From an optimization exercise on the open Yosys and OpenROAD flow, aimed at small area, a short achievable clock period and few clock cycles per item; shortcuts taken in it are not production practice.
Function was checked by simulation only, so behaviour that the tests miss may differ from the original.
Power figures rest on the tool's default switching activity, not on a simulated workload.

==> flow/design.v <==
module bitwriter_unit (
  input             clk,
  input             rst,
  input             cmd_valid,
  output            cmd_ready,
  input      [7:0]  cmd_op,
  input      [63:0] cmd_arg0,
  input      [31:0] cmd_arg1,
  output            m_valid,
  output     [7:0]  m_data,
  input             m_ready,
  input      [1:0]  m_resp,
  input      [63:0] m_pos,
  input      [63:0] m_len,
  input             m_seekable,
  output reg        m_close,
  output            l_valid,
  output     [7:0]  l_data,
  input             l_ready,
  input      [1:0]  l_resp,
  input      [63:0] l_pos,
  input      [63:0] l_len,
  input             l_seekable,
  output reg        l_close,
  output            rsp_valid,
  output     [3:0]  rsp_status,
  output     [63:0] rsp_res
);
  localparam ST_OK       = 4'd0;
  localparam ST_EOS      = 4'd1;
  localparam ST_INVALID  = 4'd3;
  localparam ST_ILLSTATE = 4'd4;
  localparam ST_IOERR    = 4'd6;
  localparam ST_ILLCMD   = 4'd7;
  localparam ST_NOTSUPP  = 4'd8;
  reg        att_m, att_l;
  reg [7:0]  buf_m, buf_l;
  reg [3:0]  cur_m, cur_l;
  reg        busy;
  reg        e_l;         
  reg        e_last;      
  reg        e_rep;       
  reg        e_x;         
  reg [7:0]  e_m;         
  reg [7:0]  e_r;         
  reg [63:0] e_dat;       
  reg [7:0]  e_head;      
  reg [3:0]  e_cur;       
  reg        e_first;     
  reg        e_flush;     
  reg        e_close;     
  reg        e_pm;        
  reg        e_ph;        
  reg        r_valid;
  reg [3:0]  r_status;
  reg [4:0]  r_sel;       
  reg [2:0]  r_cur;
  wire       e_rdy  = e_l ? l_ready : m_ready;
  wire [1:0] e_resp = e_l ? l_resp  : m_resp;
  wire [70:0] e_ext = {7'd0, e_dat};
  reg  [14:0] e_win;
  reg  [7:0]  e_byte;
  integer i;
  always @* begin
    e_win = 15'd0;
    for (i = 0; i < 8; i = i + 1)
      e_win = e_win | ({15{e_m[i]}} & e_ext[8*i +: 15]);
    e_byte = 8'd0;
    for (i = 0; i < 8; i = i + 1)
      e_byte = e_byte | ({8{e_r[i]}} & e_win[i +: 8]);
  end
  wire [7:0] e_keep = !e_first ? 8'hFF : (e_flush ? 8'h00 : (8'hFF >> e_cur));
  wire [7:0] e_hd   = e_first ? e_head : 8'h00;
  wire [7:0] x_byte = (e_byte & e_keep) | e_hd;
  wire e_go   = busy && !e_pm && e_rdy;
  wire e_fail = e_go && (e_resp != 2'd0);
  wire e_done = e_go && (e_resp == 2'd0) && e_last;
  assign m_valid = busy && !e_pm && !e_l;
  assign l_valid = busy && !e_pm && e_l;
  assign m_data  = x_byte;
  assign l_data  = {x_byte[0], x_byte[1], x_byte[2], x_byte[3],
                    x_byte[4], x_byte[5], x_byte[6], x_byte[7]};
  assign cmd_ready = !busy || (e_done && !e_close);
  wire   acc       = cmd_valid && cmd_ready;
  wire        u      = (cmd_op[7:4] == 4'h5);
  wire [3:0]  fn     = cmd_op[3:0];
  wire        op_ok  = ((cmd_op[7:4] == 4'h3) || u) && (fn <= 4'd8);
  wire        att    = u ? att_l : att_m;
  wire [7:0]  wbuf   = u ? buf_l : buf_m;
  wire [3:0]  wcur   = u ? cur_l : cur_m;
  wire        seek   = u ? l_seekable : m_seekable;
  wire        f_open  = (fn == 4'd0);
  wire        f_bit   = (fn == 4'd1);
  wire        f_b32   = (fn == 4'd2);
  wire        f_b64   = (fn == 4'd3);
  wire        f_rep   = (fn == 4'd4);
  wire        f_pos   = (fn == 4'd5) || (fn == 4'd6);
  wire        f_write = f_bit || f_b32 || f_b64 || f_rep;
  wire        f_fl    = (fn == 4'd7) || (fn == 4'd8);
  wire        neg     = cmd_arg1[31];
  wire        bad     = (f_b32 && (neg || (cmd_arg1[30:5] != 26'd0))) ||
                        (f_b64 && (neg || (cmd_arg1[30:6] != 25'd0))) ||
                        (f_rep && neg);
  wire        zero    = !f_bit && (cmd_arg1 == 32'd0);
  wire        rep     = f_bit || f_rep;
  wire        v       = cmd_arg0[0];
  wire [2:0]  nl      = f_bit ? 3'd1 : cmd_arg1[2:0];
  wire [27:0] nh      = f_bit ? 28'd0 : cmd_arg1[30:3];
  wire        nh0     = (nh[27:1] == 27'd0);
  wire [3:0]  s       = {1'b0, wcur[2:0]} + {1'b0, nl};
  wire [2:0]  r       = s[2:0];
  wire        k0      = !s[3] && nh0 && !nh[0];              
  wire        k1      = s[3] ? (nh0 && !nh[0]) : (nh0 && nh[0]);   
  wire        w_go    = op_ok && att && f_write && !bad && !zero && !wcur[3];
  wire        fl_go   = op_ok && att && f_fl;
  wire        p8_go   = op_ok && att && f_pos && seek && wcur[3];
  wire        emit    = (w_go && !k0) || (fl_go && (wcur != 4'd0));
  wire [7:0]  topr    = ~(8'hFF >> r);
  wire [7:0]  topc    = ~(8'hFF >> wcur[2:0]);
  wire [7:0]  tbits   = rep ? {8{v}} : (cmd_arg0[7:0] << (4'd8 - {1'b0, r}));
  wire [7:0]  nbuf    = k0 ? (wbuf | (tbits & topr & ~topc)) : (tbits & topr);
  reg [3:0] st;
  always @* begin
    if (!op_ok)               st = ST_ILLCMD;
    else if (f_open)          st = ST_OK;
    else if (!att)            st = ST_ILLSTATE;
    else if (f_write) begin
      if (bad)                st = ST_INVALID;
      else if (zero)          st = ST_OK;
      else if (wcur[3])       st = ST_ILLSTATE;
      else                    st = ST_OK;
    end
    else if (f_pos && !seek)  st = ST_NOTSUPP;
    else                      st = ST_OK;
  end
  wire        e_res = e_fail || (e_done && !e_close);
  assign rsp_valid  = r_valid || e_res;
  assign rsp_status = e_res ? (e_fail ? (e_resp[1] ? ST_IOERR : ST_EOS) : ST_OK) : r_status;
  wire [60:0] rp    = ({61{r_sel[0]}} & m_pos[60:0]) | ({61{r_sel[1]}} & m_len[60:0]) |
                      ({61{r_sel[2]}} & l_pos[60:0]) | ({61{r_sel[3]}} & l_len[60:0]);
  assign rsp_res    = {rp | ({61{r_sel[4]}} & e_dat[60:0]), r_cur};
  wire [60:0] e_inc = e_dat[60:0] + 61'd1;
  always @(posedge clk) begin
    if (rst) begin
      att_m <= 1'b0; buf_m <= 8'd0; cur_m <= 4'd0;
      att_l <= 1'b0; buf_l <= 8'd0; cur_l <= 4'd0;
      busy    <= 1'b0;
      r_valid <= 1'b0;
      m_close <= 1'b0;
      l_close <= 1'b0;
    end else begin
      r_valid <= 1'b0;
      m_close <= 1'b0;
      l_close <= 1'b0;
      if (busy && e_pm) begin
        e_ph <= 1'b1;
        if (!e_ph) e_dat[60:0] <= rp;
        else begin
          e_dat[60:0] <= e_inc;
          r_sel    <= 5'b10000;
          r_valid  <= 1'b1;
          r_status <= ST_OK;
          busy     <= 1'b0;
        end
      end
      if (e_go) begin
        e_first <= 1'b0;
        if (e_rep) begin
          e_x <= 1'b0;
          if (!e_x) e_dat[27:0] <= e_inc[27:0];
        e_last  <= e_x ? (e_dat[27:0] == 28'hFFFFFFE) : (e_dat[27:0] == 28'hFFFFFFD);
        end else begin
        e_m     <= {1'b0, e_m[7:1]};
        e_last  <= e_m[1];
        end
        if (e_fail || e_last) busy <= 1'b0;
        if (e_fail) begin
          if (e_l) begin att_l <= 1'b1; buf_l <= x_byte; cur_l <= e_flush ? e_cur : 4'd8; end
          else     begin att_m <= 1'b1; buf_m <= x_byte; cur_m <= e_flush ? e_cur : 4'd8; end
        end else if (e_last && e_close) begin
          r_valid  <= 1'b1;
          r_status <= ST_OK;
          if (e_l) l_close <= 1'b1; else m_close <= 1'b1;
        end
      end
      if (cmd_ready) begin
        r_status <= st;
        r_sel    <= {1'b0, u && fn[1], u && !fn[1], !u && fn[1], !u && !fn[1]};
        r_cur    <= wcur[3] ? 3'd0 : wcur[2:0];
        e_pm     <= p8_go;
        e_ph     <= 1'b0;
        e_l      <= u;
        e_rep    <= rep;
        e_x      <= s[3];
        e_m      <= fl_go ? 8'd1 : rep ? 8'b0100_0000 : (8'd1 << (nh[2:0] - {2'd0, !s[3]}));
        e_last   <= fl_go || k1;
        e_r      <= 8'd1 << r;
        e_dat    <= rep ? {{16{v}}, cmd_arg0[47:28], ~nh} : cmd_arg0;
        e_head   <= wbuf;
        e_cur    <= wcur;
        e_first  <= 1'b1;
        e_flush  <= fl_go;
        e_close  <= fn[3];
      end
      if (acc) begin
        r_valid  <= !emit && !p8_go;
        if (emit || p8_go) busy <= 1'b1;
        if (op_ok) begin
          if (f_open) begin
            if (u) begin att_l <= 1'b1; buf_l <= 8'd0; cur_l <= 4'd0; end
            else   begin att_m <= 1'b1; buf_m <= 8'd0; cur_m <= 4'd0; end
          end else if (w_go) begin
            if (u) begin buf_l <= nbuf; cur_l <= {1'b0, r}; end
            else   begin buf_m <= nbuf; cur_m <= {1'b0, r}; end
          end else if (fl_go) begin
            if (u) begin att_l <= 1'b0; buf_l <= 8'd0; cur_l <= 4'd0; end
            else   begin att_m <= 1'b0; buf_m <= 8'd0; cur_m <= 4'd0; end
            if (wcur == 4'd0 && fn[3]) begin
              if (u) l_close <= 1'b1; else m_close <= 1'b1;
            end
          end
        end
      end
    end
  end
endmodule
==> flow/config.mk <==
export PLATFORM = sky130hd
export DESIGN_NAME = bitwriter_unit
export DESIGN_NICKNAME = bitwriter_unit
export VERILOG_FILES = /design/flow/design.v
export SDC_FILE = /design/flow/constraint.sdc
export NUM_CORES = 4
export LEC_CHECK = 0
export CAP_MARGIN = 20
export CORE_MARGIN = 2
export CORE_UTILIZATION = 40
export SETUP_SLACK_MARGIN = 1.0
export SLEW_MARGIN = 20
==> flow/standard.sh <==
#!/bin/bash
# synth_recipe.tcl (not shown) runs the flow's synth.tcl, then flattens the netlist and writes it again
# the make line also repeats each setting of config.mk as NAME=value (left out here)
make -C /OpenROAD-flow-scripts/flow DESIGN_CONFIG=/design/flow/config.mk WORK_HOME=/design/flow/orfs CLKGATE_MAP_FILE= SYNTH_SCRIPT=/design/flow/synth_recipe.tcl "${@:-finish}"
==> flow/flow/run.sh <==
#!/bin/bash
# Standard ORFS layout, with the port buffers made from buf_1 cells instead of the
# default choice; the full make output goes to standard.log.
set -euo pipefail
export BUFFER_PORTS_ARGS="-buffer_cell sky130_fd_sc_hd__buf_1"
bash standard.sh > standard.log 2>&1
==> flow/constraint.sdc <==
create_clock -name core_clock -period 5.0 [get_ports {clk}]
set_input_delay 1.0000 -clock core_clock [delete_from_list [all_inputs] [get_ports {clk}]]
set_output_delay 1.0000 -clock core_clock [all_outputs]
set_load 0.01 [all_outputs]
==> results by group, run 1 <==
Worst setup path
  • CP startpoint: cmd_op[7]
  • Worst EP required: about 5.4 ns
  • Critical path class: in -> reg
  • Critical Path AT: ~4.3 ns
  • Buf+Inv Stages, Crit Path: 4
  • Setup crit end kind: register
  • Slowest-stage cell, CP: fa_2
  • Cells along the critical path: buf_6 > nor2b_4 > nand3b_4 > inv_8 > mux2_4 > ha_4 > inv_2 > fa_2 > inv_2 > ha_4 > mux2i_4 > mux4_2 > a221o_1 > a31oi_2 > o2111ai_1 > o21ai_1
  • CP Launch Type: input pin
  • CP max stage delay: 0.48 ns
  • Delay-heaviest family, CP: multiplexers
  • RR Startpoint: cur_l[0]$_SDFF_PP0_
  • CP max FO: 8

Floorplanning
  • Placement row count: 65
  • Die Y: between 150 and 200 um
  • Die ar.: 33400 um2
  • Initial Util: 0.405
  • Area of the core: about 32000 um2
  • Die Span X: about 180 um
  • I/O pin cnt: 461

Clocking
  • H-tree depth: 4
  • Inserted Clock Buffers: 17
  • Clock latency on the worst-skew pair: between 0.4 and 0.5 ns
  • CTS max path bufs: 2
  • Clock sink total: ~140
  • Root Buffer: clkbuf_16
  • CTS tree: done
  • Clock slew at reported path FFs: 0.06 ns

STA
  • Final Max Slew Viols: 0
  • Clock skew: 0.0129 ns
  • RSZ-0062 raised after global routing: false
  • TNS Setup: 0 ns
  • Tcrit/Tclk final: 0.779
  • Relative slew slack: 0.229
  • Tmin final: between 3 and 4 ns
  • Fin. Hold Viols: 0
  • Final setup vio count: 0
  • Tightest Pin Transition: around 1.2 ns
  • Max Fclk: 257 MHz

Final layout
  • FILL cells: 3220
  • Share of layout cells above drive strength 1: 0.0972
  • FF/Latch Area: 3990 um2
  • Non-filler cells, final: ~2400
  • Layout Utilization: 0.497
  • Nets: 2326
  • Final instance area: approximately 16000 um2
  • Footprint of the multi-input gates: 8130 um2
  • Layout Area Growth over Synthesis: 22.6%

Logic synthesis
  • Avg Inst Size Synth: 8.22 um2
  • Yosys top cell area share: 0.265
  • Adder-Cell Fraction of Synth Area: 0.0133
  • Most frequent cell after synthesis: nand2_1
  • Mapped Area: 12800 um2
  • Yosys reg bits: 143
  • Ys Warns: 1
  • Mux contribution to synthesized area: 0.0294
  • Synth top area cells: edfxtp_1, a22oi_1, nand2_1
  • Register area share after synthesis: 0.312
  • Top cell type by total area after synthesis: edfxtp_1
  • Synth unique cells: 88
  • Synth Area in XOR/XNOR: 0.0321
  • Top cells by count, synth: nand2_1, a22oi_1, clkbuf_1, edfxtp_1, nor2_1
  • Top FF cell, synth: edfxtp_1
  • Largest family of logic cells by synthesized area: compound AO/OA/AOI/OAI gates
  • Mapped Nets: 1939
  • Simple-Gate Fraction of Synth Area: 0.213
  • Cells after Synth: 1555
  • Synth Area in Compound Gates: 0.333
  • Synth async-reset ratio: 0
  • Post-synth EDFFs: 113

Worst hold path
  • Worst Hold Class: reg -> reg
  • Worst Hold Launch: cur_m[3]$_SDFF_PP0_

Detailed routing
  • Total length of routed wires: 60200 um
  • Met2 WL: 27400 um
  • Vias: roughly 15000
  • Highest metal used: met5
  • Post-Route M1 WL: ~24000 um
  • Residual DRC: 0
  • ANT nets after route: 0
  • Via density: roughly 6.4
  • First-pass DRT Iterations: 8
  • Iter 0 DRT Violations: 1937
  • Routed length on met3: 5910 um
  • Drt wl/cell: 25.5 um

GRT
  • Largest net degree at the start of global routing: 52
  • Vias in the first global route: 14200
  • Total GRT Usage: 0.349
  • First-pass GRT wire length: about 90000 um
  • Final global-route overflow total: 0
  • Initial antenna violation count: 7

Placed design
  • Placement Cell Area: 14800 um2
  • GPL Wtd Cong: 1.02
  • Placed cell count: 2299
  • DP Wirelength: 46900 um
  • Input/output buffers: 448

Power and ir drop
  • Overall power: 3.77 mW
  • PwrDens: about 240 nW/um2
  • P_leak: 5.62 nW
  • Maximum VDD drop: 0.000202 V

Run
  • Max-cap violations: 0

Outcome
  • Status: timing/DRC/antenna clean
[sequential cells by signal, summed over array words and instances, names as in the netlist, 3 cells and up]
register,cells
r_cur,3
e_m,8
buf_l,8
r_status,4
buf_m,8
e_dat,64
e_head,8
e_cur,4
r_sel,5
cur_l,4
e_r,8
cur_m,4
[worst register-to-register path: stages (launching register included)]
cell,delay (ns)
dfxtp_1,0.40
mux2_4,0.22
ha_4,0.13
inv_2,0.03
fa_2,0.59
inv_2,0.08
ha_4,0.27
mux2i_4,0.21
mux4_2,0.48
a221o_1,0.33
a31oi_2,0.17
o2111ai_1,0.12
o21ai_1,0.09
[where the power goes]
| part | switching (mW) | internal (mW) | total (mW) |
|---|---|---|---|
| combinational | 0.560 | 0.391 | 0.950 |
| clock | 0.576 | 0.692 | 1.27 |
| sequential | 0.181 | 1.37 | 1.55 |
| total | 1.32 | 2.45 | 3.77 |
[cell families (layout without fill, tap and decap cells)]
family          count (synthesis)  in the layout
simple gates                  535            535
other cells                     0              5
compound gates                584            584
flops                         143            143
buf+inv                       201            601
mux                            33             33
fa+ha+maj                      13             13
xor+xnor                       46             46
[cell type report]
type                            instances  area share
Timing Repair Buffer                  529       0.148
Multi-Input combinational cell       1211       0.518
Clock inverter                         11     0.00599
Inverter                               40      0.0101
Clock buffer                           21      0.0301
Tap cell                              402      0.0321
Sequential cell                       143       0.255
Antenna cell                            5    0.000798
[per-stage QoR]
stage / hold slack, ns / setup slack [ns]
after CTS: 0.515 / 1.03
after global routing: 0.547 / 0.905
final: 0.506 / 1.11
after global placement: 0.487 / 0.504
after floorplan: 0.476 / 0.637
after detailed placement: 0.506 / 0.421
[routing by layer]
layer / track usage / up-vias
met4: 0.175 / 2
met2: 0.549 / 931
met1: 0.451 / 7255
met3: 0.0788 / 145
met5: 0 / -
li1: - / 6855
[repair_timing]
item,CTS,global route
pin swaps,1,2
setup endpoints to repair,5,10
hold buffers,0,0
buffers inserted,4,22
resized for setup,2,12
[worst paths after layout]
path / end / slack (ns) / cells past startpoint
min reg2reg: cur_m[3]$_SDFF_PP0_ / 0.51 / 2
max: buf_m[6]$_SDFF_PP0_ / 1.11 / 16
min: cur_m[3]$_SDFF_PP0_ / 0.51 / 2
max reg2reg: buf_m[6]$_SDFF_PP0_ / 1.80 / 12
[layout by cell type (no fill, tap or decap), drive strengths merged, types with 22 or more instances in the layout]
cell type | synthesis | routed
nand3 | 45 | 45
and3 | 22 | 22
a21o | 25 | 25
xor2 | 31 | 31
nor4 | 26 | 26
edfxtp | 113 | 113
nor2 | 77 | 77
nand2 | 205 | 205
a31oi | 28 | 28
nand4 | 26 | 26
a221oi | 56 | 56
a21oi | 76 | 76
dfxtp | 30 | 30
a22o | 50 | 50
inv | 39 | 47
o21ai | 74 | 74
buf | 46 | 529
o22ai | 32 | 32
nor3 | 43 | 43
a22oi | 129 | 129
Testbench counts, summed over its fixed seeds: cycles 7,958, items 4,000.
==> run 2: changes to the inputs <==
--- a/flow/config.mk
+++ b/flow/config.mk
@@ -8,5 +8,4 @@
 export CAP_MARGIN = 20
 export CORE_MARGIN = 2
 export CORE_UTILIZATION = 40
-export SETUP_SLACK_MARGIN = 1.0
 export SLEW_MARGIN = 20
==> results by group, run 2 <==
Outcome
  • Status: timing/DRC/antenna clean

Logic synthesis
  • Yosys top cell area share: 0.265 (unchanged)
  • Top cell type by total area after synthesis: edfxtp_1
  • Ys Warns: 1 (unchanged)
  • Avg Inst Size Synth: 8.22 um2 (unchanged)
  • Mapped Nets: 1939 (unchanged)
  • Synth unique cells: 88 (unchanged)
  • Top cells by count, synth: nand2_1, a22oi_1, clkbuf_1, edfxtp_1, nor2_1
  • Cells after Synth: 1555 (unchanged)
  • Post-synth EDFFs: 113 (unchanged)
  • Synth async-reset ratio: 0 (unchanged)
  • Register area share after synthesis: 0.312 (unchanged)
  • Synth top area cells: edfxtp_1, a22oi_1, nand2_1
  • Most frequent cell after synthesis: nand2_1
  • Top FF cell, synth: edfxtp_1
  • Yosys reg bits: 143 (unchanged)
  • Mapped Area: 12800 um2 (unchanged)

Worst setup path
  • CP max stage delay: 0.63 ns (+0.15 ns)
  • Worst EP required: 5.37 ns (about the same)
  • CP Launch Type: input pin
  • Cells along the critical path: buf_1 > nor4b_1 > or2_2 > ha_1 > inv_1 > fa_1 > inv_1 > ha_1 > mux2i_1 > mux4_2 > a221o_1 > a31oi_1 > o2111ai_1 > o21ai_0
  • CP max FO: 8 (unchanged)
  • Setup crit end kind: register
  • Reg-to-reg setup timing slack: 1.38 ns (-0.42 ns)
  • Critical path class: in -> reg
  • Worst Reg-to-Reg Cells: 12 (unchanged)
  • Critical Path AT: 4.82 ns (+0.55 ns)
  • Slowest-stage cell, CP: fa_1

Detailed routing
  • First-pass DRT Iterations: 6 (-2)
  • Iter 0 DRT Violations: 1918 (-0.98%)
  • Via density: 6.48 (+0.83%)
  • Vias: 15100 (-0.49%)
  • Drt wl/cell: 25.4 um (-0.28%)
  • Total length of routed wires: 59200 um (-1.6%)
  • Residual DRC: 0 (unchanged)
  • ANT nets after route: 0 (unchanged)

Floorplanning
  • Die Y: 183 um (unchanged)
  • Placement row count: 65 (unchanged)
  • Die Span X: 183 um (unchanged)
  • Area of the core: 31600 um2 (unchanged)
  • I/O pin cnt: 461 (unchanged)
  • Die ar.: 33400 um2 (unchanged)
  • Initial Util: 0.405 (unchanged)

Clocking
  • Root Buffer: clkbuf_16
  • Resized Gates After CTS: 0 (-2)
  • Setup bufs post-CTS: 0 (-4)
  • CTS tree: done
  • H-tree depth: 4 (unchanged)
  • CTS max path bufs: 2 (unchanged)
  • Clock latency on the worst-skew pair: 0.45 ns (about the same)
  • Clock slew at reported path FFs: 0.07 ns (about the same)
  • Inserted Clock Buffers: 17 (unchanged)
  • Number of hold buffers added after CTS: 0 (unchanged)
  • Clock sink total: 143 (unchanged)

STA
  • Final setup vio count: 0 (unchanged)
  • Tcrit/Tclk final: 0.889 (+0.110)
  • Max Fclk: 225 MHz (-12%)
  • Worst hold slack: 0.523 ns (+0.0172 ns)
  • Relative slew slack: 0.310 (+0.0806)
  • TNS Setup: 0 ns (unchanged)
  • Clock skew: 0.0143 ns (+0.00137 ns)
  • Tightest Pin Transition: 1.01 ns (-0.147 ns)
  • Fin. Hold Viols: 0 (unchanged)
  • Tmin final: 4.44 ns (+0.550 ns)
  • Final Max Slew Viols: 0 (unchanged)
  • RSZ-0062 raised after global routing: false

Final layout
  • Layout Area Growth over Synthesis: 19.3%
  • Share of layout cells above drive strength 1: 0.0727 (-0.0245)
  • FILL cells: 3198 (-0.68%)
  • Most frequent cells in the layout: buf_1, nand2_1, a22oi_1
  • Largest Register: e_dat
  • Commonest non-fill, non-tap cell in the layout: buf_1
  • Nets: 2298 (-1.2%)
  • Number of flip-flops in the largest register: 64 (unchanged)

Placed design
  • GPL Wtd Cong: 1.03 (+0.91%)
  • Input/output buffers: 448 (unchanged)
  • DP Wirelength: 46000 um (-2.1%)

Power and ir drop
  • Maximum VDD drop: 0.000243 V (+20%)
  • PwrDens: 243 nW/um2 (+1.1%)
  • P_leak: 5.42 nW (-3.6%)

GRT
  • Final global-route overflow total: 0 (unchanged)
  • Vias in the first global route: 14100 (-0.74%)
  • Total GRT Usage: 0.343 (-0.00613)
  • Initial antenna violation count: 1 (-6)
  • First-pass GRT wire length: 87100 um (-1.5%)
  • Largest net degree at the start of global routing: 62 (+19%)

Worst hold path
  • WHS Path Cells: 2 (unchanged)
  • Worst Hold Class: reg -> reg

Run
  • Max-cap violations: 0 (unchanged)
## run 2: cell counts after synthesis
Identical to the previous run, type by type.
## run 2: logic make-up after synthesis
group / Yosys count / synth area share
multiplexers: 33 / 0.0294
adder cells (fa/ha/maj): 13 / 0.0133
XOR/XNOR: 46 / 0.0321
buffers and inverters: 201 / 0.0673
flip-flops: 143 / 0.312
AO/OA/AOI/OAI: 584 / 0.333
AND/OR/NAND/NOR: 535 / 0.213
## run 2: final timing paths
| kind | from | end |
|---|---|---|
| worst max-delay path | cmd_op[1] | buf_m[6]$_SDFF_PP0_ |
| worst min-delay path | cur_m[3]$_SDFF_PP0_ | cur_m[3]$_SDFF_PP0_ |
| worst max register to register | cur_l[0]$_SDFF_PP0_ | buf_m[6]$_SDFF_PP0_ |
| worst min register to register | cur_m[3]$_SDFF_PP0_ | cur_m[3]$_SDFF_PP0_ |
## run 2: critical path: cells and delay by family
kind / cells / cell delay (ns)
adders and majority gates: 3 / 1.29
AOI/OAI and AO/OA: 4 / 0.86
and+or+nand+nor: 2 / 0.75
muxes: 2 / 0.65
buffers and inverters: 3 / 0.25
## run 2: power by group
part           leakage [nW]  switching, mW  total [mW]  internal (mW)
clock                 0.273          0.603        1.26          0.655
sequential             1.35          0.185        1.55           1.37
combinational          3.80          0.539       0.896          0.357
## run 2: through the flow
step	utilization	std cells	power [mW]	setup slack, ns	area [um2]
global placement	0.466	2297	2.44	0.241	14700
detailed placement	0.466	2297	2.44	0.159	14700
CTS	0.483	2329	3.69	0.615	15200
floorplan	-	1555	2.03	0.0639	12800
finish	0.484	2331	3.71	0.555	15300
global route	0.484	2330	3.84	0.336	15300
## run 2: metal layers
layer / GRT usage / vias to the layer above / wire (um)
li1: - / 6794 / -
met1: 0.454 / 7277 / 23900
met2: 0.555 / 922 / 27500
met3: 0.0624 / 120 / 5610
met4: 0.139 / 0 / 2240
met5: 0 / - / 0
## run 2: layout make-up
| type | count | area, um2 | area share |
|---|---|---|---|
| multi-input cells | 1211 | 7970 | 0.523 |
| flip-flops and latches | 143 | 3990 | 0.262 |
| repair buffers | 501 | 2080 | 0.136 |
| well taps | 402 | 503 | 0.0330 |
| clock buffers | 18 | 429 | 0.0281 |
| inverters | 40 | 150 | 0.00984 |
| clock inverters | 14 | 125 | 0.00820 |
| diodes | 2 | 5.00 | 0.000328 |
==> run 3: changes to the inputs <==
--- a/flow/design.v
+++ b/flow/design.v
@@ -139,7 +139,7 @@
   wire [60:0] rp    = ({61{r_sel[0]}} & m_pos[60:0]) | ({61{r_sel[1]}} & m_len[60:0]) |
                       ({61{r_sel[2]}} & l_pos[60:0]) | ({61{r_sel[3]}} & l_len[60:0]);
   assign rsp_res    = {rp | ({61{r_sel[4]}} & e_dat[60:0]), r_cur};
-  wire [60:0] e_inc = e_dat[60:0] + 61'd1;
+  wire [27:0] e_inc = e_dat[27:0] + 28'd1;
   always @(posedge clk) begin
     if (rst) begin
       att_m <= 1'b0; buf_m <= 8'd0; cur_m <= 4'd0;
@@ -154,13 +154,20 @@
       l_close <= 1'b0;
       if (busy && e_pm) begin
         e_ph <= 1'b1;
-        if (!e_ph) e_dat[60:0] <= rp;
-        else begin
-          e_dat[60:0] <= e_inc;
-          r_sel    <= 5'b10000;
-          r_valid  <= 1'b1;
-          r_status <= ST_OK;
-          busy     <= 1'b0;
+        if (!e_ph) begin
+          e_dat[60:0] <= rp;
+          e_x <= 1'b1;
+          e_m <= 8'd1;
+        end else begin
+          e_dat <= {e_x ? e_inc[15:0] : e_dat[15:0], e_dat[63:16]};
+          e_x   <= e_x && (e_dat[15:0] == 16'hFFFF);
+          e_m   <= {e_m[6:0], 1'b0};
+          if (e_m[3]) begin
+            r_sel    <= 5'b10000;
+            r_valid  <= 1'b1;
+            r_status <= ST_OK;
+            busy     <= 1'b0;
+          end
         end
       end
       if (e_go) begin
--- a/flow/config.mk
+++ b/flow/config.mk
@@ -8,4 +8,5 @@
 export CAP_MARGIN = 20
 export CORE_MARGIN = 2
 export CORE_UTILIZATION = 40
+export SETUP_SLACK_MARGIN = 2.0
 export SLEW_MARGIN = 20
==> results by group, run 3 <==
Logic synthesis
  • Synth async-reset ratio: 0 (unchanged)
  • Most frequent cell after synthesis: nand2_1
  • Mapped Nets: 1914 (-1.3%)
  • Avg Inst Size Synth: 8.04 um2 (-2.3%)
  • Synth unique cells: 80 (-9.1%)
  • Mapped Area: 12300 um2 (-3.9%)
  • Ys Warns: 1 (unchanged)
  • Yosys reg bits: 143 (unchanged)
  • Synth top area cells: edfxtp_1, a22oi_1, a21oi_1
  • Top cells by count, synth: nand2_1, a22oi_1, a21oi_1
  • Yosys top cell area share: 0.276 (+0.0106)
  • Cells after Synth: 1530 (-1.6%)
  • Register area share after synthesis: 0.325 (+0.0125)
  • Post-synth EDFFs: 113 (unchanged)
  • Top FF cell, synth: edfxtp_1
  • Top cell type by total area after synthesis: edfxtp_1

STA
  • Clock skew: 0.0197 ns (+0.00540 ns)
  • Fin. Hold Viols: 0 (unchanged)
  • TNS Setup: 0 ns (unchanged)
  • Final Max Slew Viols: 0 (unchanged)
  • Relative slew slack: 0.288 (-0.0224)
  • Tightest Pin Transition: 1.06 ns (+0.0500 ns)
  • RSZ-0062 raised after global routing: true
  • Max Fclk: 266 MHz (+18%)
  • Tcrit/Tclk final: 0.751 (-0.138)
  • Worst hold slack: 0.534 ns (+0.0116 ns)
  • Final setup vio count: 0 (unchanged)
  • Tmin final: 3.75 ns (-0.691 ns)

Detailed routing
  • Drt wl/cell: 27.9 um (+9.9%)
  • Iter 0 DRT Violations: 2133 (+11%)
  • ANT nets after route: 0 (unchanged)
  • First-pass DRT Iterations: 8 (+2)
  • Residual DRC: 0 (unchanged)
  • Via density: 6.54 (+0.91%)
  • Vias: 16200 (+7.1%)
  • Total length of routed wires: 69100 um (+17%)

Floorplanning
  • I/O pin cnt: 461 (unchanged)
  • Die Y: 179 um (-1.9%)
  • Die ar.: 32200 um2 (-3.8%)
  • Initial Util: 0.404 (-0.00120)
  • Placement row count: 64 (-1.5%)
  • Area of the core: 30400 um2 (-3.6%)
  • Die Span X: 179 um (-1.9%)

Worst setup path
  • Critical path class: in -> reg
  • CP max stage delay: 0.58 ns (-0.05 ns)
  • Worst EP required: 5.33 ns (-0.04 ns)
  • Reg-to-reg setup timing slack: 1.98 ns (+0.60 ns)
  • Setup crit end kind: register
  • Delay-heaviest family, CP: adder cells
  • CP Launch Type: input pin
  • Slowest-stage cell, CP: or4b_4
  • Cells along the critical path: buf_12 > or4b_4 > nand2b_4 > ha_4 > inv_2 > fa_2 > buf_6 > inv_4 > ha_4 > mux4_2 > nand2_2 > o211ai_1 > a32o_2 > nand3_2 > o21ai_1
  • Critical Path AT: 4.09 ns (-0.73 ns)
  • CP max FO: 6 (-2)
  • CP most frequent cell: ha_4
  • Buf+Inv Stages, Crit Path: 4 (+1)

Clocking
  • CTS max path bufs: 2 (unchanged)
  • CTS tree: done
  • Root Buffer: clkbuf_16
  • Clock sink total: 143 (unchanged)
  • Inserted Clock Buffers: 17 (unchanged)
  • Clock latency on the worst-skew pair: 0.45 ns (about the same)
  • Clock slew at reported path FFs: 0.08 ns (about the same)
  • Number of hold buffers added after CTS: 0 (unchanged)
  • H-tree depth: 4 (unchanged)

Placed design
  • Placement Cell Area: 14400 um2 (-2.1%)
  • Input/output buffers: 448 (unchanged)
  • GPL Wtd Cong: 0.977 (-5.5%)
  • DP Wirelength: 48000 um (+4.6%)

GRT
  • Initial antenna violation count: 2 (+1)
  • Final global-route overflow total: 0 (unchanged)
  • Largest net degree at the start of global routing: 61 (-1.6%)
  • Vias in the first global route: 14500 (+3.0%)
  • Total GRT Usage: 0.402 (+0.0593)
  • First-pass GRT wire length: 94300 um (+8.3%)

Final layout
  • Layout Area Growth over Synthesis: 48.7%
  • Final instance area: 18300 um2 (+20%)
  • Nets: 2447 (+6.5%)
  • Share of layout cells above drive strength 1: 0.266 (+0.194)
  • Layout Utilization: 0.601 (+0.117)
  • Largest Register: e_dat
  • Most frequent cells in the layout: buf_1, buf_4, nand2_1
  • Commonest non-fill, non-tap cell in the layout: buf_1
  • Number of flip-flops in the largest register: 64 (unchanged)

Power and ir drop
  • Sw Pwr: 1.63 mW (+22%)
  • Comb pwr share: 0.337 (+0.095)
  • PwrDens: 236 nW/um2 (-2.9%)
  • Sw Ratio: 0.377 (+0.0189)
  • P_leak: 6.80 nW (+25%)
  • Int Pwr: 2.69 mW (+13%)
  • Maximum VDD drop: 0.000228 V (-6.2%)
  • Overall power: 4.31 mW (+16%)
  • Proportion of power drawn by flip-flops and latches: 0.350 (-0.069)
  • Clock Power Share: 0.312 (-0.027)

Worst hold path
  • Worst Hold Class: reg -> reg

Outcome
  • Status: timing/DRC/antenna clean

Run
  • Max-cap violations: 0 (unchanged)
==> run 3: changes by cell type in the layout (fill, tap and decap cells not counted), moves of 21 or more <==
cell      previous run  this run
buf_1              448       397
buf_6                0        59
a221oi_1            56         0
buf_4               53       165
a22oi_1            129        87
nor2_1              76       100
a21oi_1             75       146
nand2_2              2        29
o22ai_1             32        11
nand2_1            203       163
a22o_1              50        26
nor3_1              41        18
a22oi_2              0        71
==> run 3: cells by family (layout without fill, tap and decap cells) <==
family          Yosys count  in the layout  synth area share
xor+xnor                 16             16            0.0114
compound gates          634            634             0.358
flops                   143            143             0.325
simple gates            476            478             0.182
buf+inv                 193            737            0.0623
fa+ha+maj                13             13            0.0138
mux                      55             55            0.0479
other cells               0              1                 0
==> run 3: metrics by stage <==
stage	setup slack [ns]	cells
2_1_floorplan	0.672	1530
3_3_place_gp	0.453	2258
3_5_place_dp	0.397	2258
4_1_cts	1.23	2429
5_1_grt	1.14	2473
6_report	1.25	2473
==> run 3: area by class of cell <==
cell class,count,area [um2]
Inverter,32,131
Fill cell,2793,12100
Multi-Input combinational cell,1196,8860
Sequential cell,143,4000
Clock inverter,15,191
Tap cell,396,495
Clock buffer,17,425
Antenna cell,1,2.50
Timing Repair Buffer,673,4180
==> run 3: worst paths after layout <==
check                                    startpoint                   to  depth (start not counted)
worst max-delay path                      cmd_op[2]  buf_m[7]$_SDFF_PP0_                         15
worst min-delay path            cur_m[3]$_SDFF_PP0_  cur_m[3]$_SDFF_PP0_                          2
worst max register to register  cur_l[0]$_SDFF_PP0_  buf_m[7]$_SDFF_PP0_                         14
worst min register to register  cur_m[3]$_SDFF_PP0_  cur_m[3]$_SDFF_PP0_                          2
==> run 3: routing by layer <==
layer  part of all wire  wire length [um]  track usage
met5            0.00019                13            0
met1               0.38             26500        0.530
met2               0.45             30800        0.630
met3               0.12              8110       0.0855
met4              0.054              3720        0.186
==> run 3: power groups by stage <==
stage                     clock network [mW]  registers (mW)  logic, mW
after floorplan                            0            1.43      0.611
after global placement                     0            1.57      0.918
after detailed placement                   0            1.57      0.924
after CTS                               1.34            1.50       1.24
after global routing                    1.39            1.51       1.52
final                                   1.35            1.51       1.45
==> run 3: timing repair <==
| item | in CTS | in global routing |
|---|---|---|
| endpoints found under the setup margin | 211 | 159 |
| setup buffers | 130 | 39 |
| cloned | 9 | 4 |
| gates resized for setup | 195 | 199 |
| pin swaps | 83 | 99 |
==> run 3: worst min-delay path, cell delays in order (launching register included) <==
cell	delay, ns
dfxtp_1	0.34
nor2_1	0.10
a211oi_1	0.05
Testbench counts of run 3, summed over its fixed seeds: cycles 7,958, items 4,000.
==> run 4: changes to the inputs <==
--- a/flow/config.mk
+++ b/flow/config.mk
@@ -8,5 +8,5 @@
 export CAP_MARGIN = 20
 export CORE_MARGIN = 2
 export CORE_UTILIZATION = 40
-export SETUP_SLACK_MARGIN = 2.0
+export SETUP_SLACK_MARGIN = 1.5
 export SLEW_MARGIN = 20
==> results by group, run 4 <==
Logic synthesis
  • Mux contribution to synthesized area: 0.0479 (unchanged)
  • Synth Area in XOR/XNOR: 0.0114 (unchanged)
  • Avg Inst Size Synth: 8.04 um2 (unchanged)
  • Mapped Nets: 1914 (unchanged)
  • Top cells by count, synth: nand2_1, a22oi_1, a21oi_1
  • Cells after Synth: 1530 (unchanged)
  • Most frequent cell after synthesis: nand2_1
  • Synth top area cells: edfxtp_1, a22oi_1, a21oi_1
  • Yosys reg bits: 143 (unchanged)
  • Largest family of logic cells by synthesized area: compound AO/OA/AOI/OAI gates
  • Register area share after synthesis: 0.325 (unchanged)
  • Top cell type by total area after synthesis: edfxtp_1
  • Synth async-reset ratio: 0 (unchanged)
  • Adder-Cell Fraction of Synth Area: 0.0138 (unchanged)
  • Simple-Gate Fraction of Synth Area: 0.182 (unchanged)
  • Synth unique cells: 80 (unchanged)
  • Ys Warns: 1 (unchanged)
  • Mapped Area: 12300 um2 (unchanged)
  • Post-synth EDFFs: 113 (unchanged)
  • Yosys top cell area share: 0.276 (unchanged)
  • Synth Area in Compound Gates: 0.358 (unchanged)
  • Top FF cell, synth: edfxtp_1

Floorplanning
  • Initial Util: 0.404 (unchanged)
  • Die Span X: 179 um (unchanged)
  • Placement row count: 64 (unchanged)
  • Die ar.: 32200 um2 (unchanged)
  • I/O pin cnt: 461 (unchanged)
  • Area of the core: 30400 um2 (unchanged)
  • Die Y: 179 um (unchanged)

Detailed routing
  • Residual DRC: 0 (unchanged)
  • First-pass DRT Iterations: 14 (+6)
  • Vias: 15400 (-5.1%)
  • Via density: 6.42 (-1.9%)
  • ANT nets after route: 0 (unchanged)
  • Total length of routed wires: 63300 um (-8.5%)
  • Drt wl/cell: 26.4 um (-5.4%)
  • Iter 0 DRT Violations: 1828 (-14%)

Clocking
  • CTS max path bufs: 2 (unchanged)
  • Clock slew at reported path FFs: 0.08 ns (about the same)
  • Root Buffer: clkbuf_16
  • Clock sink total: 143 (unchanged)
  • CTS tree: done
  • Clock latency on the worst-skew pair: 0.45 ns (about the same)
  • Inserted Clock Buffers: 17 (unchanged)
  • H-tree depth: 4 (unchanged)

Power and ir drop
  • Maximum VDD drop: 0.000235 V (+3.1%)
  • P_leak: 5.98 nW (-12%)
  • PwrDens: 247 nW/um2 (+4.8%)

Final layout
  • Share of layout cells above drive strength 1: 0.160 (-0.106)
  • Final instance area: 16400 um2 (-10%)
  • Number of flip-flops in the largest register: 64 (unchanged)
  • Layout Area Growth over Synthesis: 33.4%
  • Most frequent cells in the layout: buf_1, nand2_1, a21oi_1
  • Largest Register: e_dat
  • Commonest non-fill, non-tap cell in the layout: buf_1
  • Nets: 2366 (-3.3%)

STA
  • Final Max Slew Viols: 0 (unchanged)
  • Relative slew slack: 0.292 (+0.00476)
  • Clock skew: 0.0195 ns (-0.000194 ns)
  • RSZ-0062 raised after global routing: true
  • Tightest Pin Transition: 1.05 ns (-0.00707 ns)
  • TNS Setup: 0 ns (unchanged)
  • Fin. Hold Viols: 0 (unchanged)
  • Max Fclk: 265 MHz (-0.38%)
  • Setup ws final: 1.23 ns (-0.0145 ns)
  • Tcrit/Tclk final: 0.754 (+0.00290)
  • Tmin final: 3.77 ns (+0.0145 ns)
  • Final setup vio count: 0 (unchanged)

Worst setup path
  • CP Launch Type: input pin
  • CP most frequent cell: ha_4
  • Setup crit end kind: register
  • CP max stage delay: 0.57 ns (about the same)
  • Cells along the critical path: buf_12 > or4b_4 > nand2b_4 > ha_4 > inv_2 > fa_2 > buf_6 > inv_4 > ha_4 > mux4_2 > nand2_1 > o211ai_1 > a32o_2 > nand3_1 > o21ai_1
  • Buf+Inv Stages, Crit Path: 4 (unchanged)
  • Delay-heaviest family, CP: adder cells
  • Slowest-stage cell, CP: fa_2
  • CP max FO: 6 (unchanged)
  • Critical path class: in -> reg
  • Worst EP required: 5.34 ns (about the same)
  • Critical Path AT: 4.11 ns (+0.02 ns)

GRT
  • Largest net degree at the start of global routing: 84 (+38%)
  • Initial antenna violation count: 2 (unchanged)
  • First-pass GRT wire length: 89000 um (-5.6%)
  • Final global-route overflow total: 0 (unchanged)
  • Vias in the first global route: 14100 (-2.3%)
  • Total GRT Usage: 0.379 (-0.0230)

Placed design
  • Placement Cell Area: 14400 um2 (-0.18%)
  • Pre-CTS setup slack: 0.411 ns (+0.0139 ns)
  • DP Wirelength: 46600 um (-3.1%)
  • GPL Wtd Cong: 1.01 (+3.4%)
  • Input/output buffers: 448 (unchanged)

Worst hold path
  • Worst Hold Class: reg -> reg

Outcome
  • Status: timing/DRC/antenna clean

Run
  • Max-cap violations: 0 (unchanged)
## run 4: changes by cell type in the layout (fill, tap and decap cells not counted), sizes merged
cell,previous run,this run
clkinv,13,10
and2,13,12
buf,659,591
clkbuf,28,19
clkinvlp,0,1
nor2,108,107
inv,34,36
bufbuf,3,1
## run 4: worst min-delay path, delay by kind of cell (launching register included)
family | cells | cell delay (ns)
AOI/OAI and AO/OA | 1 | 0.06
DFF | 1 | 0.32
and+or+nand+nor | 1 | 0.09
## run 4: worst paths after layout
kind	cells past startpoint	to	slack [ns]	startpoint
max	15	buf_m[7]$_SDFF_PP0_	1.23	cmd_op[2]
min	2	cur_l[3]$_SDFF_PP0_	0.51	cur_l[3]$_SDFF_PP0_
max reg2reg	9	e_dat[26]$_DFFE_PN_	1.75	e_dat[0]$_DFFE_PN_
min reg2reg	2	cur_l[3]$_SDFF_PP0_	0.51	cur_l[3]$_SDFF_PP0_
## run 4: routing by layer
layer / vias up / share of wire / wire, um / GRT usage
li1: 6833 / - / - / -
met1: 7270 / 0.38 / 24200 / 0.483
met2: 1051 / 0.45 / 28200 / 0.596
met3: 204 / 0.11 / 6790 / 0.0793
met4: 2 / 0.064 / 4080 / 0.216
met5: - / 0.00025 / 16 / 0
## run 4: report_power, final
group          leakage (nW)  internal, mW  switching (mW)
Clock                 0.294         0.679           0.667
Combinational          4.33         0.490           0.704
Sequential             1.35          1.37           0.148
## run 4: what timing repair did
item / 4_1_cts / 5_1_grt
setup buffers: 75 / 20
setup endpoints to repair: 47 / 43
resized for setup: 73 / 87
pin swaps: 40 / 50
cloned: 2 / 0
hold buffers: 0 / 0
## run 4: kinds of logic (layout without fill, tap and decap cells)
logic type / after synthesis / after routing
mux: 55 / 55
flops: 143 / 143
xor+xnor: 16 / 16
fa+ha+maj: 13 / 13
buf+inv: 193 / 658
other cells: 0 / 1
simple gates: 476 / 476
compound gates: 634 / 634
## run 4: cell type report
cell class / instances / area (um2)
Clock buffer: 17 / 425
Tap cell: 396 / 495
Inverter: 32 / 126
Multi-Input combinational cell: 1194 / 8140
Sequential cell: 143 / 3990
Timing Repair Buffer: 594 / 3040
Clock inverter: 15 / 185
Fill cell: 2963 / 14000
Antenna cell: 1 / 2.50
## run 4: through the flow
step	hold slack [ns]	util	power, mW	instances
final	0.506	0.539	4.05	2392
after global routing	0.518	0.539	4.17	2392
after CTS	0.511	0.522	3.94	2371
after detailed placement	0.499	0.472	2.49	2262
after global placement	0.481	0.472	2.48	2262
after floorplan	0.463	-	2.03	1530
==> run 5: changes to the inputs <==
--- a/flow/design.v
+++ b/flow/design.v
@@ -107,7 +107,13 @@
   wire [2:0]  nl      = f_bit ? 3'd1 : cmd_arg1[2:0];
   wire [27:0] nh      = f_bit ? 28'd0 : cmd_arg1[30:3];
   wire        nh0     = (nh[27:1] == 27'd0);
-  wire [3:0]  s       = {1'b0, wcur[2:0]} + {1'b0, nl};
+  reg  [3:0]  s;
+  integer j;
+  always @* begin
+    s = 4'd0;
+    for (j = 0; j < 8; j = j + 1)
+      if (nl == j) s = (u ? {1'b0, cur_l[2:0]} : {1'b0, cur_m[2:0]}) + j;
+  end
   wire [2:0]  r       = s[2:0];
   wire        k0      = !s[3] && nh0 && !nh[0];              
   wire        k1      = s[3] ? (nh0 && !nh[0]) : (nh0 && nh[0]);   
@@ -117,7 +123,20 @@
   wire        emit    = (w_go && !k0) || (fl_go && (wcur != 4'd0));
   wire [7:0]  topr    = ~(8'hFF >> r);
   wire [7:0]  topc    = ~(8'hFF >> wcur[2:0]);
-  wire [7:0]  tbits   = rep ? {8{v}} : (cmd_arg0[7:0] << (4'd8 - {1'b0, r}));
+  reg  [7:0]  tbits;
+  always @* begin
+    case (r)
+      3'd1: tbits = {cmd_arg0[0],   7'd0};
+      3'd2: tbits = {cmd_arg0[1:0], 6'd0};
+      3'd3: tbits = {cmd_arg0[2:0], 5'd0};
+      3'd4: tbits = {cmd_arg0[3:0], 4'd0};
+      3'd5: tbits = {cmd_arg0[4:0], 3'd0};
+      3'd6: tbits = {cmd_arg0[5:0], 2'd0};
+      3'd7: tbits = {cmd_arg0[6:0], 1'd0};
+      default: tbits = 8'd0;
+    endcase
+    if (rep) tbits = {8{v}};
+  end
   wire [7:0]  nbuf    = k0 ? (wbuf | (tbits & topr & ~topc)) : (tbits & topr);
   reg [3:0] st;
   always @* begin
@@ -199,7 +218,8 @@
         e_l      <= u;
         e_rep    <= rep;
         e_x      <= s[3];
-        e_m      <= fl_go ? 8'd1 : rep ? 8'b0100_0000 : (8'd1 << (nh[2:0] - {2'd0, !s[3]}));
+        e_m      <= fl_go ? 8'd1 : rep ? 8'b0100_0000 :
+                    (s[3] ? (8'd1 << nh[2:0]) : ((8'd1 << nh[2:0]) >> 1));
         e_last   <= fl_go || k1;
         e_r      <= 8'd1 << r;
         e_dat    <= rep ? {{16{v}}, cmd_arg0[47:28], ~nh} : cmd_arg0;
==> results by group, run 5 <==
Floorplanning
  • Area of the core: 31500 um2 (+3.4%)
  • Placement row count: 65 (+1.6%)
  • Die ar.: 33300 um2 (+3.7%)
  • Die Y: 183 um (+1.8%)
  • Initial Util: 0.405 (+0.00118)
  • I/O pin cnt: 461 (unchanged)
  • Die Span X: 183 um (+1.8%)

Clocking
  • Clock slew at reported path FFs: 0.07 ns (about the same)
  • H-tree depth: 4 (unchanged)
  • CTS tree: done
  • CTS max path bufs: 2 (unchanged)
  • Clock sink total: 143 (unchanged)
  • Clock latency on the worst-skew pair: 0.44 ns (about the same)
  • Root Buffer: clkbuf_16
  • Number of hold buffers added after CTS: 0 (unchanged)
  • Inserted Clock Buffers: 17 (unchanged)

STA
  • Tmin final: 3.57 ns (-0.195 ns)
  • Max Fclk: 280 MHz (+5.5%)
  • Clock skew: 0.0151 ns (-0.00438 ns)
  • Final setup vio count: 0 (unchanged)
  • Relative slew slack: 0.308 (+0.0156)
  • Final Max Slew Viols: 0 (unchanged)
  • RSZ-0062 raised after global routing: true
  • TNS Setup: 0 ns (unchanged)
  • Tcrit/Tclk final: 0.715 (-0.0390)
  • Fin. Hold Viols: 0 (unchanged)
  • Tightest Pin Transition: 1.03 ns (-0.0194 ns)

Power and ir drop
  • Overall power: 3.94 mW (-2.8%)
  • Comb pwr share: 0.283 (-0.012)
  • Int Pwr: 2.55 mW (+0.69%)
  • P_leak: 6.16 nW (+3.1%)
  • Clock Power Share: 0.331 (about the same)
  • PwrDens: 238 nW/um2 (-3.6%)
  • Proportion of power drawn by flip-flops and latches: 0.386 (+0.013)
  • Sw Ratio: 0.352 (-0.0227)
  • Sw Pwr: 1.39 mW (-8.7%)
  • Maximum VDD drop: 0.000244 V (+4.0%)

Worst setup path
  • Reg-to-reg setup timing slack: 1.80 ns (+0.05 ns)
  • Critical path class: reg -> out
  • RR Endpoint: e_dat[24]$_DFFE_PN_
  • CP max FO: 6 (unchanged)
  • CP Launch Type: register
  • Critical Path End: m_data[0]
  • Worst Reg-to-Reg Cells: 10 (+1)
  • Critical Path AT: 2.57 ns (-1.54 ns)
  • RR Startpoint: e_dat[0]$_DFFE_PN_
  • Worst EP required: 4.00 ns (-1.34 ns)
  • Setup crit end kind: primary output
  • CP startpoint: e_m[5]$_DFFE_PN_

Detailed routing
  • Total length of routed wires: 64700 um (+2.3%)
  • Via density: 6.44 (+0.21%)
  • First-pass DRT Iterations: 9 (-5)
  • Residual DRC: 0 (unchanged)
  • Drt wl/cell: 25.9 um (-1.9%)
  • ANT nets after route: 0 (unchanged)
  • Iter 0 DRT Violations: 2105 (+15%)
  • Vias: 16000 (+4.5%)

Worst hold path
  • Worst Hold Class: reg -> reg
  • Worst Hold Launch: att_l$_SDFF_PP0_

Logic synthesis
  • Synth async-reset ratio: 0 (unchanged)
  • Avg Inst Size Synth: 7.80 um2 (-3.0%)
  • Synth unique cells: 83 (+3.8%)
  • Yosys reg bits: 143 (unchanged)
  • Top cell type by total area after synthesis: edfxtp_1
  • Synth top area cells: edfxtp_1, a22oi_1, nand2_1
  • Mux contribution to synthesized area: 0.0382 (-0.00977)
  • Cells after Synth: 1636 (+6.9%)
  • Synth Area in Compound Gates: 0.353 (-0.00514)
  • Mapped Area: 12800 um2 (+3.7%)
  • Top cells by count, synth: nand2_1, a22oi_1, nor2_1
  • Post-synth EDFFs: 113 (unchanged)
  • Synth Area in XOR/XNOR: 0.0129 (+0.00155)
  • Most frequent cell after synthesis: nand2_1
  • Adder-Cell Fraction of Synth Area: 0.00981 (-0.00403)
  • Ys Warns: 1 (unchanged)
  • Mapped Nets: 2017 (+5.4%)
  • Largest family of logic cells by synthesized area: compound AO/OA/AOI/OAI gates
  • Register area share after synthesis: 0.313 (-0.0117)
  • Simple-Gate Fraction of Synth Area: 0.208 (+0.0259)
  • Top FF cell, synth: edfxtp_1
  • Yosys top cell area share: 0.266 (-0.00994)

Placed design
  • DP Wirelength: 48700 um (+4.6%)
  • GPL Wtd Cong: 1.02 (+0.94%)
  • Placement Cell Area: 14700 um2 (+2.5%)
  • Input/output buffers: 448 (unchanged)

GRT
  • GR peak layer: met2
  • Largest net degree at the start of global routing: 68 (-19%)
  • Vias in the first global route: 14500 (+2.8%)
  • Met1 Use GR: 0.488 (+0.00498)
  • Final global-route overflow total: 0 (unchanged)
  • GRT met3 Usage: 0.0784 (-0.000877)
  • Total GRT Usage: 0.373 (-0.00625)
  • M2 GR Usage: 0.576 (-0.0194)
  • Initial antenna violation count: 3 (+1)
  • First-pass GRT wire length: 92500 um (+3.8%)

Run
  • Max-cap violations: 0 (unchanged)

Final layout
  • Footprint of the multi-input gates: 8370 um2 (+2.9%)
  • Most frequent cells in the layout: buf_1, nand2_1, a22oi_1
  • Nets: 2457 (+3.8%)
  • Commonest non-fill, non-tap cell in the layout: buf_1
  • Layout Area Growth over Synthesis: 29.6%
  • Largest Register: e_dat
  • Final instance area: 16500 um2 (+0.79%)
  • FILL cells: 3162 (+6.7%)
  • Share of layout cells above drive strength 1: 0.135 (-0.0259)
  • FF/Latch Area: 3990 um2 (unchanged)
  • Number of flip-flops in the largest register: 64 (unchanged)

Outcome
  • Status: timing/DRC/antenna clean
==> run 5: kinds of logic (layout without fill, tap and decap cells) <==
kind of cell | count (synthesis) | in the layout
muxes | 45 | 45
buffers and inverters | 204 | 657
xor gates and xnor gates | 18 | 18
adders and majority gates | 10 | 10
and+or+nand+nor | 572 | 572
AOI/OAI and AO/OA | 644 | 644
DFF | 143 | 143
other | 0 | 3
==> run 5: power groups by stage <==
| stage | Sequential (mW) | Combinational (mW) | Clock, mW |
|---|---|---|---|
| finish | 1.52 | 1.11 | 1.30 |
| global route | 1.52 | 1.19 | 1.35 |
| CTS | 1.51 | 1.03 | 1.31 |
| detailed placement | 1.56 | 0.911 | 0 |
| global placement | 1.56 | 0.904 | 0 |
| floorplan | 1.43 | 0.598 | 0 |
==> run 5: critical path, cell delays in order, from the launching register on <==
cell,delay [ns]
edfxtp_1,0.50
buf_4,0.18
buf_4,0.13
a22oi_1,0.18
nand4_1,0.28
a22oi_1,0.26
nand4_1,0.20
a22o_4,0.29
buf_1,0.13
==> run 5: timing repair <==
action,CTS,global route
gates cloned,0,0
setup buffers,64,32
gates resized for setup,46,61
setup endpoints to repair,46,57
pin swaps,35,49
hold endpoints to repair,0,0
==> run 5: worst min-delay path by stage <==
stage                       endpoint  depth (start not counted)
floorplan           att_l$_SDFF_PP0_                          1
CTS                 att_l$_SDFF_PP0_                          1
global placement    att_l$_SDFF_PP0_                          1
global route        att_l$_SDFF_PP0_                          1
finish              att_l$_SDFF_PP0_                          1
detailed placement  att_l$_SDFF_PP0_                          1
==> run 5: layer usage <==
metal,part of all wire,vias up
li1,-,7156
met1,0.39,7558
met2,0.44,1133
met3,0.11,202
met4,0.058,0
met5,0,-
==> run 5: cell type report <==
class,count,share of cell area
Antenna cell,3,0.000454
Multi-Input combinational cell,1289,0.506
Sequential cell,143,0.242
Timing Repair Buffer,597,0.179
Tap cell,402,0.0304
Clock inverter,9,0.00431
Inverter,28,0.00696
Clock buffer,23,0.0309
==> run 5: stage by stage <==
stage | util | cells | hold WS (ns) | setup WS (ns)
4_1_cts | 0.508 | 2459 | 0.495 | 1.46
6_report | 0.525 | 2494 | 0.487 | 1.43
3_3_place_gp | 0.468 | 2363 | 0.465 | 0.615
2_1_floorplan | - | 1636 | 0.452 | 1.36
5_1_grt | 0.525 | 2493 | 0.514 | 1.32
3_5_place_dp | 0.468 | 2363 | 0.478 | 0.535
Testbench counts of run 5, summed over its fixed seeds: cycles 7,958, items 4,000.
==> run 6: changes to the inputs <==
--- a/flow/design.v
+++ b/flow/design.v
@@ -194,10 +194,10 @@
         if (e_rep) begin
           e_x <= 1'b0;
           if (!e_x) e_dat[27:0] <= e_inc[27:0];
-        e_last  <= e_x ? (e_dat[27:0] == 28'hFFFFFFE) : (e_dat[27:0] == 28'hFFFFFFD);
+          e_last <= e_x ? (e_dat[27:0] == 28'hFFFFFFE) : (e_dat[27:0] == 28'hFFFFFFD);
         end else begin
-        e_m     <= {1'b0, e_m[7:1]};
-        e_last  <= e_m[1];
+          e_m    <= {1'b0, e_m[7:1]};
+          e_last <= e_m[1];
         end
         if (e_fail || e_last) busy <= 1'b0;
         if (e_fail) begin
--- a/flow/config.mk
+++ b/flow/config.mk
@@ -8,5 +8,5 @@
 export CAP_MARGIN = 20
 export CORE_MARGIN = 2
 export CORE_UTILIZATION = 40
-export SETUP_SLACK_MARGIN = 1.5
+export SETUP_SLACK_MARGIN = 1.0
 export SLEW_MARGIN = 20
==> results by group, run 6 <==
Worst setup path
  • Setup crit end kind: primary output
  • Cells along the critical path: a222oi_1 > nand3_2 > a22o_1 > a221oi_1 > nand3_1 > a22oi_2 > inv_1 > buf_1
  • CP Launch Type: register
  • Critical path class: reg -> out
  • Critical Path AT: 2.88 ns (+0.31 ns)
  • Worst EP required: 4.00 ns (about the same)
  • CP max stage delay: 0.55 ns (+0.05 ns)
  • CP max FO: 7 (+1)
  • Slowest-stage cell, CP: edfxtp_1

Logic synthesis
  • Synth top area cells: edfxtp_1, a22oi_1, nand2_1
  • Mapped Area: 12800 um2 (unchanged)
  • Cells after Synth: 1636 (unchanged)
  • Ys Warns: 1 (unchanged)
  • Avg Inst Size Synth: 7.80 um2 (unchanged)
  • Mapped Nets: 2017 (unchanged)
  • Yosys top cell area share: 0.266 (unchanged)
  • Top FF cell, synth: edfxtp_1
  • Yosys reg bits: 143 (unchanged)
  • Top cells by count, synth: nand2_1, a22oi_1, nor2_1
  • Post-synth EDFFs: 113 (unchanged)
  • Register area share after synthesis: 0.313 (unchanged)
  • Top cell type by total area after synthesis: edfxtp_1
  • Synth async-reset ratio: 0 (unchanged)
  • Most frequent cell after synthesis: nand2_1
  • Synth unique cells: 83 (unchanged)

Final layout
  • Non-filler cells, final: 2424 (-2.8%)
  • Footprint of the multi-input gates: 8000 um2 (-4.5%)
  • Most frequent cells in the layout: buf_1, nand2_1, a22oi_1
  • Layout Utilization: 0.491 (-0.0339)
  • Largest Register: e_dat
  • Layout Area Growth over Synthesis: 21.3%
  • Nets: 2386 (-2.9%)
  • Share of layout cells above drive strength 1: 0.0733 (-0.0612)
  • FF/Latch Area: 3990 um2 (unchanged)
  • Commonest non-fill, non-tap cell in the layout: buf_1
  • Number of flip-flops in the largest register: 64 (unchanged)
  • FILL cells: 3236 (+2.3%)

Floorplanning
  • Die Y: 183 um (unchanged)
  • Die Span X: 183 um (unchanged)
  • Die ar.: 33300 um2 (unchanged)
  • I/O pin cnt: 461 (unchanged)
  • Initial Util: 0.405 (unchanged)
  • Area of the core: 31500 um2 (unchanged)
  • Placement row count: 65 (unchanged)

Power and ir drop
  • Comb pwr share: 0.258 (-0.025)
  • Int Pwr: 2.40 mW (-5.9%)
  • P_leak: 5.67 nW (-8.0%)
  • Maximum VDD drop: 0.000218 V (-10%)
  • Proportion of power drawn by flip-flops and latches: 0.405 (+0.019)
  • PwrDens: 245 nW/um2 (+3.0%)
  • Clock Power Share: 0.337 (+0.006)
  • Sw Pwr: 1.39 mW (+0.30%)
  • Sw Ratio: 0.367 (+0.0146)

GRT
  • Largest net degree at the start of global routing: 74 (+8.8%)
  • Total GRT Usage: 0.369 (-0.00327)
  • Initial antenna violation count: 6 (+3)
  • Final global-route overflow total: 0 (unchanged)
  • First-pass GRT wire length: 92300 um (-0.13%)
  • Vias in the first global route: 14600 (+0.75%)

STA
  • Worst hold slack: 0.481 ns (-0.00541 ns)
  • Setup ws final: 1.12 ns (-0.303 ns)
  • Tcrit/Tclk final: 0.775 (+0.0607)
  • Final setup vio count: 0 (unchanged)
  • Fin. Hold Viols: 0 (unchanged)
  • TNS Setup: 0 ns (unchanged)
  • Clock skew: 0.0155 ns (+0.000400 ns)
  • Final Max Slew Viols: 0 (unchanged)
  • Relative slew slack: 0.263 (-0.0446)
  • Max Fclk: 258 MHz (-7.8%)
  • RSZ-0062 raised after global routing: false
  • Tmin final: 3.88 ns (+0.303 ns)
  • Tightest Pin Transition: 1.10 ns (+0.0726 ns)

Detailed routing
  • First-pass DRT Iterations: 6 (-3)
  • Vias: 15600 (-2.6%)
  • Iter 0 DRT Violations: 2040 (-3.1%)
  • Total length of routed wires: 63900 um (-1.3%)
  • Drt wl/cell: 26.3 um (+1.5%)
  • Via density: 6.45 (+0.18%)
  • Residual DRC: 0 (unchanged)
  • ANT nets after route: 0 (unchanged)

Clocking
  • CTS tree: done
  • Inserted Clock Buffers: 17 (unchanged)
  • Number of hold buffers added after CTS: 0 (unchanged)
  • CTS max path bufs: 2 (unchanged)
  • Root Buffer: clkbuf_16
  • H-tree depth: 4 (unchanged)
  • Clock slew at reported path FFs: 0.07 ns (about the same)
  • Clock latency on the worst-skew pair: 0.45 ns (about the same)
  • Clock sink total: 143 (unchanged)

Placed design
  • DP Wirelength: 49600 um (+1.7%)
  • Placed cell count: 2366 (+0.13%)
  • Pre-CTS setup slack: 0.458 ns (-0.0770 ns)
  • GPL Wtd Cong: 0.999 (-2.0%)
  • Input/output buffers: 448 (unchanged)

Worst hold path
  • Worst Hold Class: reg -> reg

Outcome
  • Status: timing/DRC/antenna clean

Run
  • Max-cap violations: 0 (unchanged)
run 6: area by class of cell:
type	instances	share of cell area
clock buffers	17	0.0275
flip-flops and latches	143	0.258
multi-input cells	1290	0.517
inverters	28	0.00696
repair buffers	525	0.147
clock inverters	15	0.00947
well taps	402	0.0325
diodes	4	0.000647
run 6: path summary, 6_finish.rpt:
check / from / cells past startpoint / slack, ns / end
worst max-delay path: e_dat[25]$_DFFE_PN_ / 8 / 1.12 / l_data[2]
worst min-delay path: att_l$_SDFF_PP0_ / 1 / 0.48 / att_l$_SDFF_PP0_
worst max register to register: e_l$_DFFE_PP_ / 6 / 1.26 / e_dat[6]$_DFFE_PN_
worst min register to register: att_l$_SDFF_PP0_ / 1 / 0.48 / att_l$_SDFF_PP0_
run 6: power by group through the flow:
stage	clock network [mW]	registers, mW	logic [mW]
after floorplan	0	1.43	0.591
after global placement	0	1.57	0.899
after detailed placement	0	1.57	0.907
after CTS	1.28	1.54	0.924
after global routing	1.32	1.54	1.05
final	1.28	1.54	0.978
run 6: metrics by stage:
stage / area [um2] / power, mW
floorplan: 12800 / 2.02
detailed placement: 14700 / 2.48
global placement: 14700 / 2.47
CTS: 15300 / 3.75
finish: 15500 / 3.79
global route: 15500 / 3.91
run 6: logic make-up (layout without fill, tap and decap cells):
logic type,after synthesis,after routing,synth area share
other cells,0,4,0
fa+ha+maj,10,10,0.00981
simple gates,572,572,0.208
buf+inv,204,585,0.0654
mux,45,45,0.0382
flops,143,143,0.313
compound gates,644,645,0.353
xor+xnor,18,18,0.0129
run 6: what timing repair did:
action	CTS	global route
gates resized for setup	2	7
pin swaps	0	2
endpoints found under the setup margin	6	20
buffers inserted	6	14
gates cloned	0	1
run 6: metal layers:
layer | global-route usage | routed length, um | vias up
li1 | - | - | 7029
met1 | 0.494 | 26100 | 7446
met2 | 0.583 | 28600 | 1018
met3 | 0.0718 | 6530 | 132
met4 | 0.156 | 2600 | 2
met5 | 0 | 13 | -
run 6: worst max-delay path, delay by kind of cell, from the launching register on:
family                 cells  cell delay [ns]
AND/OR/NAND/NOR            2             0.41
flip-flops                 1             0.55
buffers and inverters      2             0.23
AO/OA/AOI/OAI              4             1.25
Testbench counts of run 6, summed over its fixed seeds: cycles 7,958, items 4,000.

-- re-timing with driven ports --
Ports are ideal in the flow. The routed layouts listed here were re-timed in OpenROAD.
Step 1 (the two cells are an assumption about what drives the block):
set clk [get_ports {clk}]
set_driving_cell -lib_cell sky130_fd_sc_hd__clkbuf_16 $clk
set_driving_cell -lib_cell sky130_fd_sc_hd__buf_2 [delete_from_list [all_inputs] $clk]
Step 2, shift: input delay + t, output delay - t, t = (earliest + latest rising clock arrival at the registers) / 2. This alone moves slack from input paths to output paths.
Slacks: ideal ports / drivers / drivers and shift; pairs: ideal ports / drivers.
| run | t (ns) | setup slack, ns | worst setup path after step 2 | worst register clock-pin slew, ns |
|---|---|---|---|---|
| run 1 | 0.492 | 1.105 / 1.086 / 0.621 | input to register | 0.07 / 0.07 |
| run 2 | 0.492 | 0.555 / 0.583 / 0.091 | input to register | 0.08 / 0.08 |
| run 3 | 0.493 | 1.247 / 1.250 / 0.757 | input to register | 0.08 / 0.08 |
| run 4 | 0.492 | 1.232 / 1.234 / 0.742 | input to register | 0.08 / 0.08 |
| run 5 | 0.484 | 1.427 / 1.377 / 1.033 | input to register | 0.07 / 0.07 |
| run 6 | 0.488 | 1.124 / 1.074 / 0.734 | input to register | 0.08 / 0.08 |
After both steps every run listed still meets setup and hold.
